This is an optimization exercise on Yosys and OpenROAD, whose aim is a short achievable clock period and few clock cycles, not a production implementation.
In this exercise RTL edits were held to simulation tests only and were not proved equivalent to the original.
Power figures rest on the tool's default switching activity, not on a simulated workload.

[flow/constraint.sdc]
create_clock -name core_clock -period 10.0 [get_ports {clk}]
set_input_delay 2.0000 -clock core_clock [delete_from_list [all_inputs] [get_ports {clk}]]
set_output_delay 2.0000 -clock core_clock [all_outputs]
set_load 0.01 [all_outputs]
[flow/design.v]
module dcpu16_core (
    input  wire        clk,
    input  wire        rst,
    output reg         mem_req,
    output reg         mem_we,
    output reg  [15:0] mem_addr,
    output reg  [15:0] mem_wdata,
    input  wire        mem_ack,
    input  wire [15:0] mem_rdata,
    output wire        halted
);
    localparam [3:0] OP_EXT = 4'h0, OP_SET = 4'h1, OP_ADD = 4'h2, OP_SUB = 4'h3,
                     OP_MUL = 4'h4, OP_DIV = 4'h5, OP_MOD = 4'h6, OP_SHL = 4'h7,
                     OP_SHR = 4'h8, OP_AND = 4'h9, OP_BOR = 4'hA, OP_XOR = 4'hB,
                     OP_IFE = 4'hC, OP_IFN = 4'hD, OP_IFG = 4'hE, OP_IFB = 4'hF;
    localparam [5:0] EOP_JSR = 6'h01, EOP_INT = 6'h08, EOP_IAG = 6'h09, EOP_IAS = 6'h0A,
                     EOP_HWN = 6'h10, EOP_HWQ = 6'h11, EOP_HWI = 6'h12;
    localparam [5:0] OPC_POP = 6'h18, OPC_PEEK = 6'h19, OPC_PUSH = 6'h1A, OPC_SP = 6'h1B,
                     OPC_PC = 6'h1C, OPC_EX = 6'h1D, OPC_IA = 6'h1E, OPC_NW = 6'h1F;
    localparam [2:0] S_F   = 3'd0,   
                     S_BRD = 3'd1,   
                     S_ARD = 3'd2,   
                     S_X   = 3'd3,   
                     S_I1  = 3'd4,   
                     S_H   = 3'd5;   
    localparam [2:0] D_NONE = 3'd0, D_REG = 3'd1, D_SP = 3'd2, D_EX = 3'd3,
                     D_IA = 3'd4, D_PC = 3'd5, D_MEM = 3'd6;
    localparam CI = 5;                  
    localparam CN = 1 << CI;            
    reg [2:0]  st;
    reg        hlt;
    reg [15:0] r [0:7];
    reg [15:0] pc;        
    reg [15:0] sp, ex, ia;
    reg        skip;      
    reg [15:0]    ic_d [0:CN-1];
    reg [15-CI:0] ic_t [0:CN-1];
    reg [CN-1:0]  ic_v;
    reg [15:0] baddr;     
    reg [15:0] aaddr;     
    reg        p_ard;     
    reg        t_exec, t_wr, t_jmp, t_x, t_jsr, t_int;
    reg        x_valid;
    reg [3:0]  x_op;
    reg [2:0]  x_dk;
    reg [2:0]  x_di;
    reg        x_cond;
    reg        x_hwq;
    reg        x_md;
    reg [15:0] vb, va;
    reg [3:0]  md_cnt;
    reg [31:0] md_acc;    
    reg [15:0] md_rem;    
    reg [31:0] md_q;      
    reg [19:0] md_m3, md_m5, md_m7, md_m9, md_m11, md_m13, md_m15;   
    assign halted = hlt;
    wire [16:0] add_s  = {1'b0, vb} + {1'b0, va};
    wire [16:0] sub_d  = {1'b0, vb} - {1'b0, va};
    wire        sh_big = (va[15:5] != 11'd0);
    wire [31:0] shl_p  = sh_big ? 32'd0 : ({16'd0, vb} << va[4:0]);
    wire [31:0] shr_q  = sh_big ? 32'd0 : ({vb, 16'd0} >> va[4:0]);
    reg cond;
    always @(*) begin
        case (x_op)
            OP_IFE:  cond = (vb == va);
            OP_IFN:  cond = (vb != va);
            OP_IFG:  cond = (vb > va);
            default: cond = ((vb & va) != 16'd0);
        endcase
    end
    wire [19:0] mul_pp   = vb * va[3:0];
    wire [35:0] mul_sum  = {{4'd0, md_acc[31:16]} + mul_pp, md_acc[15:0]};
    wire [19:0] dv1 = {4'd0, va};
    wire [19:0] dm [0:15];
    assign dm[0]  = 20'd0;           assign dm[1]  = dv1;
    assign dm[2]  = {dv1[18:0], 1'b0}; assign dm[3]  = md_m3;
    assign dm[4]  = {dv1[17:0], 2'b0}; assign dm[5]  = md_m5;
    assign dm[6]  = {md_m3[18:0], 1'b0}; assign dm[7]  = md_m7;
    assign dm[8]  = {dv1[16:0], 3'b0}; assign dm[9]  = md_m9;
    assign dm[10] = {md_m5[18:0], 1'b0}; assign dm[11] = md_m11;
    assign dm[12] = {md_m3[17:0], 2'b0}; assign dm[13] = md_m13;
    assign dm[14] = {md_m7[18:0], 1'b0}; assign dm[15] = md_m15;
    wire [19:0] div_rr = {md_rem, md_q[31:28]};
    reg  [3:0]  div_m;
    reg  [15:0] div_rn;
    reg  [20:0] div_t;
    integer dk;
    always @(*) begin
        div_m  = 4'd0;
        div_rn = div_rr[15:0];
        for (dk = 1; dk < 16; dk = dk + 1) begin
            div_t = {1'b0, div_rr} - {1'b0, dm[dk]};
            if (!div_t[20]) begin
                div_m  = dk;
                div_rn = div_t[15:0];
            end
        end
    end
    wire        div_zero = (va == 16'd0);
    wire [3:0]  div_last = (x_op == OP_DIV) ? 4'd8 : 4'd4;
    wire        md_done  = (x_op == OP_MUL) ? (md_cnt == 4'd4) :
                           (div_zero || md_cnt == div_last + 4'd1);
    reg [15:0] res;
    reg        exw;
    reg [15:0] exv;
    always @(*) begin
        res = va; exw = 1'b0; exv = 16'h0000;
        case (x_op)
            OP_ADD: begin res = add_s[15:0];  exw = 1'b1; exv = add_s[16] ? 16'h0001 : 16'h0000; end
            OP_SUB: begin res = sub_d[15:0];  exw = 1'b1; exv = sub_d[16] ? 16'hFFFF : 16'h0000; end
            OP_MUL: begin res = md_acc[15:0]; exw = 1'b1; exv = md_acc[31:16]; end
            OP_DIV: begin res = div_zero ? 16'h0000 : md_q[31:16]; exw = 1'b1;
                          exv = div_zero ? 16'h0000 : md_q[15:0]; end
            OP_MOD: res = div_zero ? 16'h0000 : md_rem;
            OP_SHL: begin res = shl_p[15:0];  exw = 1'b1; exv = shl_p[31:16]; end
            OP_SHR: begin res = shr_q[31:16]; exw = 1'b1; exv = shr_q[15:0]; end
            OP_AND: res = vb & va;
            OP_BOR: res = vb | va;
            OP_XOR: res = vb ^ va;
            default: res = va;
        endcase
    end
    wire x_done = !x_md || md_done;
    wire x_com  = x_valid && x_done;           
    wire [15:0] ex_f   = (x_valid && x_dk == D_EX) ? res : (x_valid && exw) ? exv : ex;
    wire        skip_f = (x_valid && x_cond) ? !cond : skip;
    wire [15:0] pc_p1 = pc + 16'd1;
    wire [15:0] pc_p2 = pc + 16'd2;
    wire [15:0] pc_p3 = pc + 16'd3;
    wire wr_pend = mem_req && mem_we;           
    wire [CI-1:0] ix0 = pc[CI-1:0];
    wire [15:0]    rd1 [0:CN-1];
    wire [15:0]    rd2 [0:CN-1];
    wire [15-CI:0] rt1 [0:CN-1];
    wire [15-CI:0] rt2 [0:CN-1];
    wire [CN-1:0]  rv1 = {ic_v[0], ic_v[CN-1:1]};
    wire [CN-1:0]  rv2 = {ic_v[1:0], ic_v[CN-1:2]};
    genvar g;
    generate
        for (g = 0; g < CN; g = g + 1) begin : g_rot
            assign rd1[g] = ic_d[(g + 1) % CN];
            assign rd2[g] = ic_d[(g + 2) % CN];
            assign rt1[g] = ic_t[(g + 1) % CN];
            assign rt2[g] = ic_t[(g + 2) % CN];
        end
    endgenerate
    wire [15:0]    c0 = ic_d[ix0];
    wire [15:0]    c1 = rd1[ix0];
    wire [15:0]    c2 = rd2[ix0];
    wire [15-CI:0] t0 = ic_t[ix0];
    wire [15-CI:0] t1 = rt1[ix0];
    wire [15-CI:0] t2 = rt2[ix0];
    wire           v0 = ic_v[ix0];
    wire           v1 = rv1[ix0];
    wire           v2 = rv2[ix0];
    wire h0 = v0 && t0 == pc[15:CI]    && !(wr_pend && mem_addr == pc);
    wire h1 = v1 && t1 == pc_p1[15:CI] && !(wr_pend && mem_addr == pc_p1);
    wire h2 = v2 && t2 == pc_p2[15:CI] && !(wr_pend && mem_addr == pc_p2);
    wire fill = (st == S_F) && mem_req && !mem_we;
    wire [15:0] w     = c0;
    wire [3:0]  fop   = w[3:0];
    wire [5:0]  fb    = w[9:4];
    wire [5:0]  fa    = w[15:10];
    wire        f_basic = (fop != OP_EXT);
    wire        f_jsr = !f_basic && fb == EOP_JSR;
    wire        f_int = !f_basic && fb == EOP_INT;
    wire        f_iag = !f_basic && fb == EOP_IAG;
    wire        f_ias = !f_basic && fb == EOP_IAS;
    wire        f_hwn = !f_basic && fb == EOP_HWN;
    wire        f_hwq = !f_basic && fb == EOP_HWQ;
    wire        f_hwi = !f_basic && fb == EOP_HWI;
    wire        f_unas = !f_basic && !(f_jsr || f_int || f_iag || f_ias || f_hwn || f_hwq || f_hwi);
    wire        f_has_d = f_basic || f_iag || f_hwn || f_ias;
    wire [5:0]  f_dc    = f_basic ? fb : (f_ias ? OPC_IA : fa);
    wire        f_has_s = !(f_iag || f_hwn);
    wire [5:0]  f_sc    = fa;
    wire d_reg  = f_dc[5:3] == 3'b000;
    wire d_ind  = f_dc[5:3] == 3'b001;
    wire d_idx  = f_dc[5:3] == 3'b010;
    wire d_pop  = f_dc == OPC_POP;
    wire d_peek = f_dc == OPC_PEEK;
    wire d_push = f_dc == OPC_PUSH;
    wire d_sp   = f_dc == OPC_SP;
    wire d_pc   = f_dc == OPC_PC;
    wire d_ex   = f_dc == OPC_EX;
    wire d_ia   = f_dc == OPC_IA;
    wire d_nw   = f_dc == OPC_NW;
    wire d_mem  = d_ind || d_idx || d_pop || d_peek || d_push;
    wire s_reg  = f_sc[5:3] == 3'b000;
    wire s_ind  = f_sc[5:3] == 3'b001;
    wire s_idx  = f_sc[5:3] == 3'b010;
    wire s_pop  = f_sc == OPC_POP;
    wire s_peek = f_sc == OPC_PEEK;
    wire s_push = f_sc == OPC_PUSH;
    wire s_sp   = f_sc == OPC_SP;
    wire s_pc   = f_sc == OPC_PC;
    wire s_ex   = f_sc == OPC_EX;
    wire s_ia   = f_sc == OPC_IA;
    wire s_nw   = f_sc == OPC_NW;
    wire s_mem  = s_ind || s_idx || s_pop || s_peek || s_push;
    wire f_rd_d    = f_basic && (fop != OP_SET);
    wire f_cond    = f_basic && (fop >= OP_IFE);
    wire f_setlike = (f_basic && fop == OP_SET) || f_iag || f_hwn;
    wire f_muldiv  = f_basic && (fop == OP_MUL || fop == OP_DIV || fop == OP_MOD);
    wire f_nb = f_basic && ((fb[5:3] == 3'b010) || fb == OPC_NW);
    wire f_na = (fa[5:3] == 3'b010) || fa == OPC_NW;
    wire [15:0] nw_b = c1;
    wire [15:0] nw_a = f_nb ? c2 : c1;
    wire [15:0] pc_after = f_na ? (f_nb ? pc_p3 : pc_p2) : (f_nb ? pc_p2 : pc_p1);
    wire        words_ok = !(f_nb || f_na) || (h1 && (!(f_nb && f_na) || h2));
    wire f_brd = f_has_d && f_rd_d && d_mem;
    wire f_ard = f_has_s && s_mem;
    wire f_t_wr   = f_has_d && !f_cond && d_mem && f_setlike;
    wire f_t_jmp  = f_has_d && d_pc && f_setlike;
    wire f_t_x    = f_has_d && !f_cond && !f_t_wr && !f_t_jmp &&
                    (d_mem || d_pc || d_sp || d_ia || f_muldiv);
    wire f_t_exec = (f_has_d && !f_t_wr && !f_t_jmp && !f_t_x) || f_hwq;
    wire [2:0] f_dk = (!f_has_d || f_cond) ? D_NONE :
                      d_reg ? D_REG : d_mem ? D_MEM : d_sp ? D_SP : d_pc ? D_PC :
                      d_ex ? D_EX : d_ia ? D_IA : D_NONE;
    wire [15:0] sp_m2 = sp - 16'd2;
    wire [15:0] sp_m1 = sp - 16'd1;
    wire [15:0] sp_p1 = sp + 16'd1;
    wire [15:0] sp_p2 = sp + 16'd2;
    wire [2:0]  wbi = w[6:4];
    wire [2:0]  wai = w[12:10];
    wire        fwd_b = x_valid && ((x_dk == D_REG && x_di == wbi) || (x_hwq && wbi < 3'd5));
    wire        fwd_a = x_valid && ((x_dk == D_REG && x_di == wai) || (x_hwq && wai < 3'd5));
    wire [15:0] fwd_v = x_hwq ? 16'h0000 : res;
    wire [15:0] rb    = r[wbi];
    wire [15:0] ra    = r[wai];
    wire [15:0] rbb_f = fwd_b ? fwd_v : rb;
    wire [15:0] ra_f  = fwd_a ? fwd_v : ra;
    wire [15:0] rb_f  = f_basic ? rbb_f : ra_f;   
    wire        hazard = (f_has_d && d_idx && (f_basic ? fwd_b : fwd_a)) || (f_has_s && s_idx && fwd_a);
    wire [15:0] b_idx  = rb + c1;
    wire [15:0] a_idx1 = ra + c1;
    wire [15:0] a_idx2 = ra + c2;
    wire [15:0] a_idx  = f_nb ? a_idx2 : a_idx1;
    wire [15:0] bd_idx = f_basic ? b_idx : a_idx1;
    wire dpop  = f_has_d && d_pop;
    wire dpush = f_has_d && d_push;
    wire spop  = f_has_s && s_pop;
    wire spush = f_has_s && s_push;
    wire [15:0] f_sp1 = dpop ? sp_p1 : dpush ? sp_m1 : sp;
    wire [15:0] f_sp2 = dpop  ? (spop ? sp_p2 : spush ? sp : sp_p1) :
                        dpush ? (spop ? sp : spush ? sp_m2 : sp_m1) :
                                (spop ? sp_p1 : spush ? sp_m1 : sp);
    wire [15:0] f_spj   = spush ? sp_m2 : spop ? sp : sp_m1;
    wire [15:0] f_baddr = d_ind ? rb_f : d_idx ? bd_idx : d_push ? sp_m1 : sp;
    wire [15:0] f_aaddr = s_ind ? ra_f : s_idx ? a_idx :
                          spush ? (dpop ? sp : dpush ? sp_m2 : sp_m1) : f_sp1;
    wire [15:0] lit_a   = {11'd0, fa[4:0]};
    wire [15:0] lit_b   = {11'd0, fb[4:0]};
    wire [15:0] f_vb = d_reg ? rb_f : d_sp ? sp : d_pc ? pc_p1 : d_ex ? ex_f :
                       d_ia ? ia : d_nw ? nw_b : lit_b;
    wire [15:0] f_va = f_iag ? ia : f_hwn ? 16'h0000 :
                       s_reg ? ra_f : s_sp ? f_sp1 : s_pc ? (f_nb ? pc_p2 : pc_p1) :
                       s_ex ? ex_f : s_ia ? ia : s_nw ? nw_a : lit_a;
    wire f_wait = !h0 || (!skip_f && !f_unas && (!words_ok || hazard));
    wire        arr0 = fill && mem_addr == pc;
    wire        arr1 = fill && mem_addr == pc_p1;
    wire [15:0] miss_addr = (!h0 && !arr0) ? pc : (!h1 && !arr1) ? pc_p1 : pc_p2;
    wire [15:0] l_val = (st == S_ARD) ? mem_rdata : va;
    wire adv = !mem_req || mem_ack;
    integer i;
    always @(posedge clk) begin
        if (rst) begin
            st       <= S_F;
            hlt      <= 1'b0;
            mem_req  <= 1'b1;
            mem_we   <= 1'b0;
            mem_addr <= 16'h0000;
            pc       <= 16'h0000;
            sp       <= 16'h0000;
            ex       <= 16'h0000;
            ia       <= 16'h0000;
            skip     <= 1'b0;
            x_valid  <= 1'b0;
            ic_v     <= {CN{1'b0}};
            for (i = 0; i < 8; i = i + 1)
                r[i] <= 16'h0000;
        end else if (adv) begin
            if (fill) begin
                ic_d[mem_addr[CI-1:0]] <= mem_rdata;
                ic_t[mem_addr[CI-1:0]] <= mem_addr[15:CI];
                ic_v[mem_addr[CI-1:0]] <= 1'b1;
            end
            if (wr_pend && ic_v[mem_addr[CI-1:0]] && ic_t[mem_addr[CI-1:0]] == mem_addr[15:CI])
                ic_d[mem_addr[CI-1:0]] <= mem_wdata;
            if (x_com) begin
                if (exw)
                    ex <= exv;
                if (x_hwq) begin
                    r[0] <= 16'h0000; r[1] <= 16'h0000; r[2] <= 16'h0000;
                    r[3] <= 16'h0000; r[4] <= 16'h0000;
                end
                case (x_dk)
                    D_REG: r[x_di] <= res;
                    D_SP:  sp <= res;
                    D_EX:  ex <= res;
                    D_IA:  ia <= res;
                    default: ;
                endcase
            end
            if (st == S_X && x_md) begin
                md_cnt <= md_cnt + 4'd1;
                if (x_op == OP_MUL) begin
                    md_acc <= mul_sum >> 4;
                    va     <= {4'd0, va[15:4]};
                end else if (md_cnt == 4'd0) begin
                    md_m3  <= {dv1[18:0], 1'b0} + dv1;
                    md_m5  <= {dv1[17:0], 2'b0} + dv1;
                    md_m7  <= {dv1[16:0], 3'b0} - dv1;
                    md_m9  <= {dv1[16:0], 3'b0} + dv1;
                    md_m11 <= {dv1[16:0], 3'b0} + {dv1[18:0], 1'b0} + dv1;
                    md_m13 <= {dv1[16:0], 3'b0} + {dv1[17:0], 2'b0} + dv1;
                    md_m15 <= {dv1[15:0], 4'b0} - dv1;
                    md_rem <= 16'h0000;
                    md_q   <= {vb, 16'h0000};
                end else begin
                    md_rem <= div_rn;
                    md_q   <= {md_q[27:0], div_m};
                end
            end
            case (st)
                S_F: begin
                    x_valid <= 1'b0;
                    mem_we  <= 1'b0;
                    if (f_wait) begin
                        skip     <= skip_f;
                        mem_req  <= 1'b1;
                        mem_addr <= miss_addr;
                    end else if (f_unas) begin
                        hlt     <= 1'b1;
                        st      <= S_H;
                        mem_req <= 1'b0;
                    end else if (skip_f) begin
                        skip     <= 1'b0;
                        pc       <= pc_after;
                        mem_req  <= 1'b1;
                        mem_addr <= pc_after;
                    end else begin
                        skip    <= 1'b0;
                        pc      <= pc_after;
                        sp      <= f_sp2;
                        baddr   <= f_baddr;
                        aaddr   <= f_aaddr;
                        vb      <= f_vb;
                        va      <= f_va;
                        p_ard   <= f_ard;
                        t_exec  <= f_t_exec;
                        t_wr    <= f_t_wr;
                        t_jmp   <= f_t_jmp;
                        t_x     <= f_t_x;
                        t_jsr   <= f_jsr;
                        t_int   <= f_int;
                        x_op    <= f_basic ? fop : OP_SET;
                        x_dk    <= f_dk;
                        x_di    <= f_dc[2:0];
                        x_cond  <= f_cond;
                        x_hwq   <= f_hwq;
                        x_md    <= f_muldiv;
                        md_cnt  <= 4'd0;
                        md_acc  <= 32'd0;
                        mem_req <= 1'b1;
                        if (f_brd) begin
                            st <= S_BRD; mem_addr <= f_baddr;
                        end else if (f_ard) begin
                            st <= S_ARD; mem_addr <= f_aaddr;
                        end else if (f_jsr || (f_int && ia != 16'h0000)) begin
                            st        <= f_jsr ? S_F : S_I1;
                            mem_we    <= 1'b1;
                            mem_addr  <= f_spj;
                            mem_wdata <= pc_after;
                            sp        <= f_spj;
                            if (f_jsr) pc <= f_va;
                        end else if (f_t_wr) begin
                            mem_we    <= 1'b1;
                            mem_addr  <= f_baddr;
                            mem_wdata <= f_va;
                        end else if (f_t_jmp) begin
                            pc       <= f_va;
                            mem_addr <= f_va;
                        end else if (f_t_x) begin
                            st      <= S_X;
                            x_valid <= 1'b1;
                            mem_req <= 1'b0;
                        end else begin
                            x_valid  <= f_t_exec;
                            mem_addr <= pc_after;
                        end
                    end
                end
                S_BRD, S_ARD: begin
                    if (st == S_BRD)
                        vb <= mem_rdata;
                    else
                        va <= mem_rdata;
                    if (st == S_BRD && p_ard) begin
                        st <= S_ARD; mem_addr <= aaddr;
                    end else if (t_jsr || (t_int && ia != 16'h0000)) begin
                        st        <= t_jsr ? S_F : S_I1;
                        mem_we    <= 1'b1;
                        mem_addr  <= sp_m1;
                        mem_wdata <= pc;
                        sp        <= sp_m1;
                        if (t_jsr) pc <= l_val;
                    end else if (t_wr) begin
                        st        <= S_F;
                        mem_we    <= 1'b1;
                        mem_addr  <= baddr;
                        mem_wdata <= l_val;
                    end else if (t_jmp) begin
                        st       <= S_F;
                        pc       <= l_val;
                        mem_addr <= l_val;
                    end else if (t_x) begin
                        st      <= S_X;
                        x_valid <= 1'b1;
                        mem_req <= 1'b0;
                    end else begin
                        st       <= S_F;
                        x_valid  <= t_exec;
                        mem_addr <= pc;
                    end
                end
                S_X: begin
                    if (x_done) begin
                        x_valid <= 1'b0;
                        mem_req <= 1'b1;
                        st      <= S_F;
                        if (x_dk == D_MEM) begin
                            mem_we    <= 1'b1;
                            mem_addr  <= baddr;
                            mem_wdata <= res;
                        end else if (x_dk == D_PC) begin
                            pc       <= res;
                            mem_addr <= res;
                        end else begin
                            mem_addr <= pc;
                        end
                    end
                end
                S_I1: begin
                    st        <= S_F;
                    mem_addr  <= sp_m1;
                    mem_wdata <= r[0];
                    sp        <= sp_m1;
                    r[0]      <= va;
                    pc        <= ia;
                end
                default: begin
                    st      <= S_H;
                    mem_req <= 1'b0;
                    mem_we  <= 1'b0;
                end
            endcase
        end
    end
endmodule
[flow/run.sh]
#!/bin/bash
# synth_recipe.tcl (not shown) runs the flow's synth.tcl, then flattens the netlist and writes it again
# the make line also repeats each setting of config.mk as NAME=value (left out here)
make -C /OpenROAD-flow-scripts/flow DESIGN_CONFIG=/design/flow/config.mk WORK_HOME=/design/flow/orfs CLKGATE_MAP_FILE= SYNTH_SCRIPT=/design/flow/synth_recipe.tcl finish
[flow/config.mk]
export PLATFORM = sky130hd
export DESIGN_NAME = dcpu16_core
export DESIGN_NICKNAME = dcpu16_core
export VERILOG_FILES = /design/flow/design.v
export SDC_FILE = /design/flow/constraint.sdc
export NUM_CORES = 4
export LEC_CHECK = 0
export CAP_MARGIN = 30
export CORE_MARGIN = 2
export CORE_UTILIZATION = 30
export SETUP_SLACK_MARGIN = 5
export SLEW_MARGIN = 30
export TNS_END_PERCENT = 5
==> summary.txt <==
Run status
  • Status: no timing/DRC/antenna violations

Finish
  • Util after Layout: 37.1%
  • Share of cells above drive strength 1: ~22%
  • Layout area overhead: 22.8%
  • Final #Nets: between 10000 and 15000
  • # fillers: ~38000

GRT
  • Largest net degree at the start of global routing: 73
  • Initial antenna violation count: between 50 and 60
  • Grt total ovfl: 0
  • Vias in the first global route: 111000
  • Total GRT Usage: a little under two fifths
  • First-pass GRT wire length: 991000 µm

Timing
  • Slew Limit Fails: 0
  • Fmax: 167 MHz
  • Rel. slew slack: 20.4%
  • # setup viols final: 0
  • Post-route setup TNS: 0 ns
  • Fin Clk Skew: about 0.11 ns
  • Period utilisation layout: 59.8%
  • RSZ-0062 raised after global routing: true
  • Hold Vio Cnt, Final: 0
  • Final Worst Setup Slack: 4.02 ns
  • Worst Tran Pin Value: between 1 and 1.5 ns
  • Min Tclk post-route: 5.98 ns

Worst setup path
  • Startpoint types: register
  • CP required: around 11 ns
  • WP data arrival: around 6.6 ns
  • Crit. End Element: register
  • Reg2reg setup slack: 4.02 ns
  • Crit Path Category: reg -> reg
  • Crit Path Max Fanout: 13

Detailed routing
  • Vias per inst: 6.86
  • Initial DRC count: 22300
  • Remaining DRCs: 0
  • Final WL: 753000 µm
  • Vias: 121000
  • WL per Instance: 42.6 µm
  • Detail Route Antenna Nets: 0
  • First-pass iteration count of the detailed router: 12

Synth
  • Mapped Avg Cell Area: 9.68 µm²
  • Synthesis warning total: 1
  • Seq/Total Area, Yosys: 36.0%
  • Top-count cell post-synth: edfxtp_1
  • Synth cell types: 123
  • Synth cell count leaders: edfxtp_1, nor2_1, nand2_1
  • Synth top area share: 33.8%
  • Leading area contributor after synthesis: edfxtp_1
  • Post-Syn Instances: 11900
  • Area contributors post-synth: edfxtp_1, mux4_2, ha_1
  • Synthesized area: between 0.1 and 0.15 mm²
  • Mapped Nets: between 10000 and 15000
  • EDFF count, synth: 1299
  • FFs w/ async S/R, synth: 0%
  • Seq cells post-synth: 1429
  • Ys flop type: edfxtp_1

Clocking
  • H-tree Lvls: 4
  • Clock transition at path regs: roughly 0.070 ns
  • Skew-Pair Late Insertion Delay: around 0.99 ns
  • CTS hold repair buffers: 0
  • Clock tree sinks: 1429
  • Longest Clk Path Bufs: 4
  • Clock Tree Root: clkbuf_16
  • Number of buffers created by CTS: 181
  • CTS tree: built

Die
  • Core Region: 0.383 mm²
  • Die Ht: 624 µm
  • Initial Utilization: 30.2%
  • Row count: approximately 230
  • Top Ports: 54
  • Die Wd: 624 µm
  • Die ar.: 0.390 mm²

Min path
  • Worst hold path type: reg -> reg

Place
  • Place WS: approximately 2.1 ns
  • Post-DP HPWL: slightly above 500000 µm
  • GP Congestion: approximately 1.1
  • Port bufs: 53

Power and ir drop
  • Lkg Pwr: 50.0 nW
  • PwrDens: 118 mW/mm²
  • VDD IR-drop max: 0.133 mV

Job
  • Max Cap Viol: 0
per-layer routing:
layer / wire length [µm] / up-vias / track usage (%)
li1: - / 47400 / -
met3: 104000 / 3456 / 13.3
met2: 300000 / 11100 / 52.0
met5: 320 / - / 0.333
met1: 268000 / 59500 / 44.3
met4: 80600 / 25 / 30.5
power breakdown:
part | leakage, nW | switching (W) | internal [W] | total (W)
clock network | 2.92 | 0.00313 | 0.00396 | 0.00709
logic | 34.1 | 0.00197 | 0.000988 | 0.00296
registers | 13.1 | 0.0000658 | 0.00659 | 0.00666
layout make-up:
| cell class | count | area [µm²] | share of cell area (%) |
|---|---|---|---|
| antenna | 31 | 77.6 | 0.0547 |
| clock buffer | 204 | 4730 | 3.34 |
| clock inverter | 127 | 1360 | 0.960 |
| inverter | 452 | 1830 | 1.29 |
| multi-input combinational | 9192 | 73300 | 51.7 |
| sequential | 1429 | 41700 | 29.4 |
| tap | 5038 | 6300 | 4.44 |
| timing repair buffer | 1223 | 12600 | 8.87 |
per-stage QoR:
step	power (W)	cells	cell area, µm²	hold WS [ns]
4_1_cts	0.0164	17500	139000	0.483
5_1_grt	0.0170	17700	142000	0.508
2_1_floorplan	0.00818	11900	116000	0.444
3_3_place_gp	0.00927	16800	124000	0.461
6_report	0.0167	17700	142000	0.482
3_5_place_dp	0.00926	16800	125000	0.469
flip-flops by register name, indices dropped and copies added (netlist names), 16 cells and up, named ones only:
| register | cells |
|---|---|
| r | 128 |
| md_m5 | 16 |
| md_q | 32 |
| md_m11 | 18 |
| pc | 16 |
| vb | 16 |
| md_m7 | 17 |
| md_acc | 32 |
| va | 16 |
| md_m15 | 20 |
| ex | 16 |
| ia | 16 |
| md_m13 | 18 |
| mem_addr | 16 |
| baddr | 16 |
| mem_wdata | 16 |
| aaddr | 16 |
| md_rem | 16 |
| ic_d | 512 |
| ic_v | 32 |
| ic_t | 352 |
| md_m9 | 19 |
| sp | 16 |
timing repair:
item	in CTS	in global routing
pin swaps	159	110
gates resized for setup	861	277
buffers inserted	327	160
gates cloned	43	15
setup endpoints to repair	1517	1451
kinds of logic after synthesis:
kind of cell	Yosys count	share of synthesized area (%)
AO/OA/AOI/OAI	3689	22.4
XOR/XNOR	480	3.65
adder cells (fa/ha/maj)	607	7.15
buffers and inverters	1318	4.67
flip-flops	1429	36.0
multiplexers	922	11.7
AND/OR/NAND/NOR	3482	14.4
cells in the final DEF, fill, tap and decap left out, drive strengths merged, types with 81 or more instances in the layout:
cell    netlist  routed
a211oi      181     181
a21boi       81      81
a21o        116     116
a21oi       690     690
a221oi      209     209
a22o        193     193
a22oi       450     450
a31oi       142     142
and2         94      95
buf         298    1136
clkbuf      568     216
dfxtp       130     130
edfxtp     1299    1299
fa           89      89
ha          516     516
inv         440     442
mux2        106     106
mux2i       480     480
mux4        336     336
nand2       961     964
nand2b      108     108
nand3       316     318
nand4       136     136
nor2       1045    1045
nor2b       117     117
nor3        267     267
nor4         84      84
o211ai      120     120
o21a         93      94
o21ai       613     613
o22ai        97      97
xnor2       341     341
xor2        138     138
path summary, 6_finish.rpt:
kind	start	end	depth (start not counted)
setup / recovery	register	vb[1]	19
hold / removal	ex[11]	ex[11]	2
setup reg to reg	register	vb[1]	19
hold reg to reg	ex[11]	ex[11]	2
worst max-delay path: stages, from the launching register on:
cell      delay, ns
dfxtp_4        0.37
buf_8          0.14
buf_12         0.13
buf_4          0.15
buf_4          0.12
mux4_2         0.55
a22oi_2        0.23
nand2_4        0.14
or3_4          0.49
nor4_4         0.48
nand2_4        0.21
a31oi_1        0.21
buf_4          0.28
and3_2         0.53
mux2i_1        0.24
a211oi_1       0.12
nor3_1         0.27
a211oi_1       0.09
a211oi_2       0.67
nor2_1         0.23
Testbench counts, summed over its fixed seeds: cycles 38,243.

separate check: timing with driven ports:
No port has a modelled driver above. Below, the same layout with a new extraction and two added sets of constraints.
Step 1: set_driving_cell puts a clkbuf_16 on clk and a buf_2 on each other input, an assumption about the parent block.
Step 2, shift: input delay + t, output delay - t, t = (earliest + latest rising clock arrival at the registers) / 2. This alone moves slack from input paths to output paths.
Three values: ideal, step 1, step 2; two values: the first two.
shift t [ns]: 1.050
setup slack, ns: 4.018 / 4.018 / 3.854
clock arrival spread, ns: 0.119 / 0.120
worst data-port slew with drivers (ns): 0.07
cell pins on the clock port's net: 1
After both steps this run still meets setup and hold. For this run, drivers alone change the setup slack by 0.000 ns; drivers and shift together by -0.164 ns.
